Context: an optimization exercise on an open-source flow, tuned for small area, a short achievable clock period and few clock cycles per item. The choices shown serve that exercise and are no tape-out recipe.
RTL that was checked went through simulation tests only; none was proved equivalent to the original.

// scope_index_unit
module scope_index_unit (
    input  wire        clk,
    input  wire        rst,           
    input  wire        start,
    input  wire [2:0]  cfg_scope,
    input  wire [11:0] cfg_width_m1,  
    input  wire        s_valid,
    output wire        s_ready,
    input  wire [31:0] s_data,        
    output reg         m_valid,
    input  wire        m_ready,
    output reg  [2:0]  m_mask,        
    output reg  [21:0] m_addr0,
    output reg  [21:0] m_addr1,
    output reg  [21:0] m_addr2
);
    localparam [2:0] SC_HIST  = 3'd1;
    localparam [2:0] SC_WFL   = 3'd2;
    localparam [2:0] SC_WFP   = 3'd3;
    localparam [2:0] SC_VSA   = 3'd4;
    localparam [2:0] SC_VSB   = 3'd5;
    reg [2:0]  scope;
    reg [11:0] wm1;
    reg [12:0] we;        
    wire is_hist = (scope == SC_HIST);
    wire is_wfl  = (scope == SC_WFL);
    wire is_wfp  = (scope == SC_WFP);
    wire is_vsa  = (scope == SC_VSA);
    wire is_vsb  = (scope == SC_VSB);
    wire is_wf   = is_wfl | is_wfp;
    wire is_vs   = is_vsa | is_vsb;
    always @(posedge clk) begin
        if (rst) begin
            scope <= 3'd0;
            wm1   <= 12'd0;
        end else if (start) begin
            scope <= cfg_scope;
            wm1   <= cfg_width_m1;
        end
    end
    always @(posedge clk) begin
        we <= is_wf   ? {1'b0, wm1} + 13'd1 :
              is_vs   ? 13'd256 :
              is_hist ? 13'd1 : 13'd0;
    end
    wire adv = !m_valid || m_ready;
    reg        k_e;           
    reg [23:0] k_d;
    reg        i_v;           
    reg [23:0] i_d;
    reg        d_v;           
    reg        p_v;           
  ...
For scale: about 2800 cells after synthesis, about 0.028 sq mm of cells after synthesis.
clock: 28.0 ns
lec_check: 0
cap_margin: 20
core_margin: 2
core_utilization: 40
slew_margin: 20
run.sh (not shown) runs the stock make flow with config.mk's settings and CLKGATE_MAP_FILE= SYNTH_SCRIPT=/design/flow/synth_recipe.tcl, a recipe that flattens the netlist after the stock synthesis.
Testbench counts at the start, summed over its fixed seeds: cycles 24,400, items 24,000.
Edit:
--- a/flow/design.v
+++ b/flow/design.v
@@ -41,58 +41,49 @@
     always @(posedge clk) begin
         we <= is_wf   ? {1'b0, wm1} + 13'd1 :
               is_vs   ? 13'd256 :
               is_hist ? 13'd1 : 13'd0;
     end
     wire adv = !m_valid || m_ready;
     reg        k_e;           
     reg [23:0] k_d;
     reg        i_v;           
     reg [23:0] i_d;
-    reg        d_v;           
     reg        p_v;           
     assign s_ready = k_e;
     wire accept = s_valid && k_e;
     always @(posedge clk) begin
         if (k_e)
             k_d <= s_data[23:0];
         if (adv)
             i_d <= k_e ? s_data[23:0] : k_d;
     end
     always @(posedge clk) begin
         if (rst) begin
             k_e <= 1'b1;
             i_v <= 1'b0;
-            d_v <= 1'b0;
             p_v <= 1'b0;
             m_valid <= 1'b0;
         end else if (adv) begin
             k_e <= 1'b1;
             i_v <= !k_e || accept;
-            d_v <= i_v;
-            p_v <= d_v;
+            p_v <= i_v;
             m_valid <= p_v;
         end else begin
             k_e <= k_e && !accept;
         end
     end
-    reg [8:0] du, dv;         
-    reg [7:0] g;
-    always @(posedge clk) begin
-        if (adv) begin
-            du <= {1'b0, i_d[7:0]} - {1'b0, i_d[15:8]};
-            dv <= {1'b0, i_d[23:16]} - {1'b0, i_d[15:8]};
-            g  <= i_d[15:8];
-        end
-    end
-    wire [7:0] r = du[7:0] + g;
-    wire [7:0] b = dv[7:0] + g;
+    wire [7:0] r = i_d[7:0];
+    wire [7:0] g = i_d[15:8];
+    wire [7:0] b = i_d[23:16];
+    wire [8:0] du = {1'b0, r} - {1'b0, g};
+    wire [8:0] dv = {1'b0, b} - {1'b0, g};
     wire luma_s_1 = ~(~du[7]);
     wire luma_s_2 = ~(du[8] ^ du[3]);
     wire luma_s_3 = du[8] | du[3];
     wire luma_s_4 = du[4] ^ ~du[2];
     wire luma_s_5 = du[4] & ~du[2];
     wire luma_s_6 = ~(du[7]);
     wire luma_s_7 = ~du[8] ^ ~du[6];
     wire luma_s_8 = ~du[8] & ~du[6];
     wire luma_s_9 = ~du[7] ^ ~du[5] ^ du[2];
     wire luma_s_10 = (~du[7] & ~du[5]) | (du[2] & (~du[7] ^ ~du[5]));
@@ -726,22 +717,24 @@
             p_m0  <= is_wfl ? ~luma : is_wfp ? ~r : is_vsa ? ya : is_vsb ? vb_p[8:1] : r;
             p_f1  <= is_vsa ? xa : is_vsb ? ub_p[8:1] : is_wfp ? ~g : g;
             p_f2  <= is_wfp ? ~b : b;
             p_m0l <= is_vsb & vb_p[0];
             p_f1l <= is_vsb & ub_p[0];
         end
     end
     reg  [11:0] col;
     wire [11:0] col_nxt = (col == wm1) ? 12'd0 : col + 12'd1;
     always @(posedge clk) begin
-        if (rst || start || (adv && p_v))
-            col <= (rst || start) ? 12'd0 : col_nxt;
+        if (rst || start)
+            col <= 12'd0;
+        else if (adv && p_v)
+            col <= col_nxt;
     end
     wire [7:0]  m0 = p_m0;
     wire [7:0]  m1 = p_f1;
     wire [7:0]  m2 = p_f2;
     wire [11:0] xadd = is_wf ? col : is_vs ? {4'd0, p_f1} : 12'd0;
     wire        cx = p_f1l & (p_f1[7] | (&p_f1[6:0]));    
     wire        cy = p_m0l & (p_m0[7] | (&p_m0[6:0]));    
     wire lane0_1 = (m0[0] & we[8]) ^ (m0[1] & we[7]);
     wire lane0_2 = (m0[0] & we[8]) & (m0[1] & we[7]);
     wire lane0_3 = (m0[0] & we[9]) ^ (m0[1] & we[8]);
@@ -1305,20 +1298,24 @@
     wire lane2_185 = lane2_148 ^ lane2_149 ^ we[8];
     wire lane2_186 = (lane2_148 & lane2_149) | (we[8] & (lane2_148 ^ lane2_149));
     wire lane2_187 = lane2_150 ^ lane2_151 ^ we[9];
     wire lane2_188 = (lane2_150 & lane2_151) | (we[9] & (lane2_150 ^ lane2_151));
     wire lane2_189 = lane2_152 ^ (m2[7] & we[12]) ^ we[10];
     wire lane2_190 = (lane2_152 & (m2[7] & we[12])) | (we[10] & (lane2_152 ^ (m2[7] & we[12])));
     wire [21:0] lane2_a = {we[12], lane2_190, lane2_188, lane2_186, lane2_184, lane2_182, lane2_180, lane2_178, lane2_176, lane2_174, lane2_172, lane2_170, lane2_168, lane2_166, lane2_164, lane2_162, lane2_160, lane2_158, lane2_156, lane2_154, lane2_153, (m2[0] & we[0])};
     wire [21:0] lane2_b = {1'b0, we[11], lane2_189, lane2_187, lane2_185, lane2_183, lane2_181, lane2_179, lane2_177, lane2_175, lane2_173, lane2_171, lane2_169, lane2_167, lane2_165, lane2_163, lane2_161, lane2_159, lane2_157, lane2_155, xadd[1], xadd[0]};
     wire [21:0] lane2 = lane2_a + lane2_b;
     wire three = is_hist | is_wfp;
-    always @(posedge clk)
-        m_mask <= {three, three, three | is_wfl | is_vs};
     always @(posedge clk) begin
-        if (adv) begin
+        if (rst) begin
+            m_mask  <= 3'd0;
+            m_addr0 <= 22'd0;
+            m_addr1 <= 22'd0;
+            m_addr2 <= 22'd0;
+        end else if (adv) begin
+            m_mask  <= {three, three, three | is_wfl | is_vs};
             m_addr0 <= lane0;
             m_addr1 <= three ? lane1 : 22'd0;
             m_addr2 <= three ? lane2 : 22'd0;
         end
     end
 endmodule
- via count came out higher slightly
- sequential share of layout area came out lower by 4.3 points
- setup slack loses 1.4 ns
- wire length came out higher by a little under a tenth
- sequential cell count came out lower by 27
- utilization came out lower by 0.29 points
- non-clock buffer count came out higher by 1
- critical path depth came out higher by 14
- maximum frequency came out lower by about a fifth
- hold slack loses 0.023 ns
The RTL of the second run of this note was laid out without a check of its function.

-- static timing again, ports no longer ideal --
The results above use ideal ports. As a check the final layouts listed here were re-extracted and re-timed, cells and wires unchanged.
Step 1: set_driving_cell puts a clkbuf_16 on clk and a buf_2 on each other input, an assumption about the parent block.
Step 2 moves the port delays by t, midway between the first and last clock arrival at a register: inputs arrive t later, outputs are due t later. That takes back most of the time a late clock gives input paths.
Three values: no drivers, after step 1, after step 2; two values: the first two.
| run | t (ns) | setup WS [ns] | worst hold slack (ns) | latest minus earliest clock arrival (ns) | pins driven straight from the clock port |
|---|---|---|---|---|---|
| the first run | 0.611 | 20.238 / 20.238 / 19.823 | 0.453 / 0.453 / 0.453 | 0.026 / 0.026 | 1 |
| the second run | 0.544 | 18.789 / 18.789 / 18.789 | 0.430 / 0.430 / 0.430 | 0.029 / 0.029 | 1 |
After both steps setup and hold are still met in every run listed. The setup slack of the first run, which loses most, moves by 0.000 ns with the drivers and by -0.415 ns with both steps.
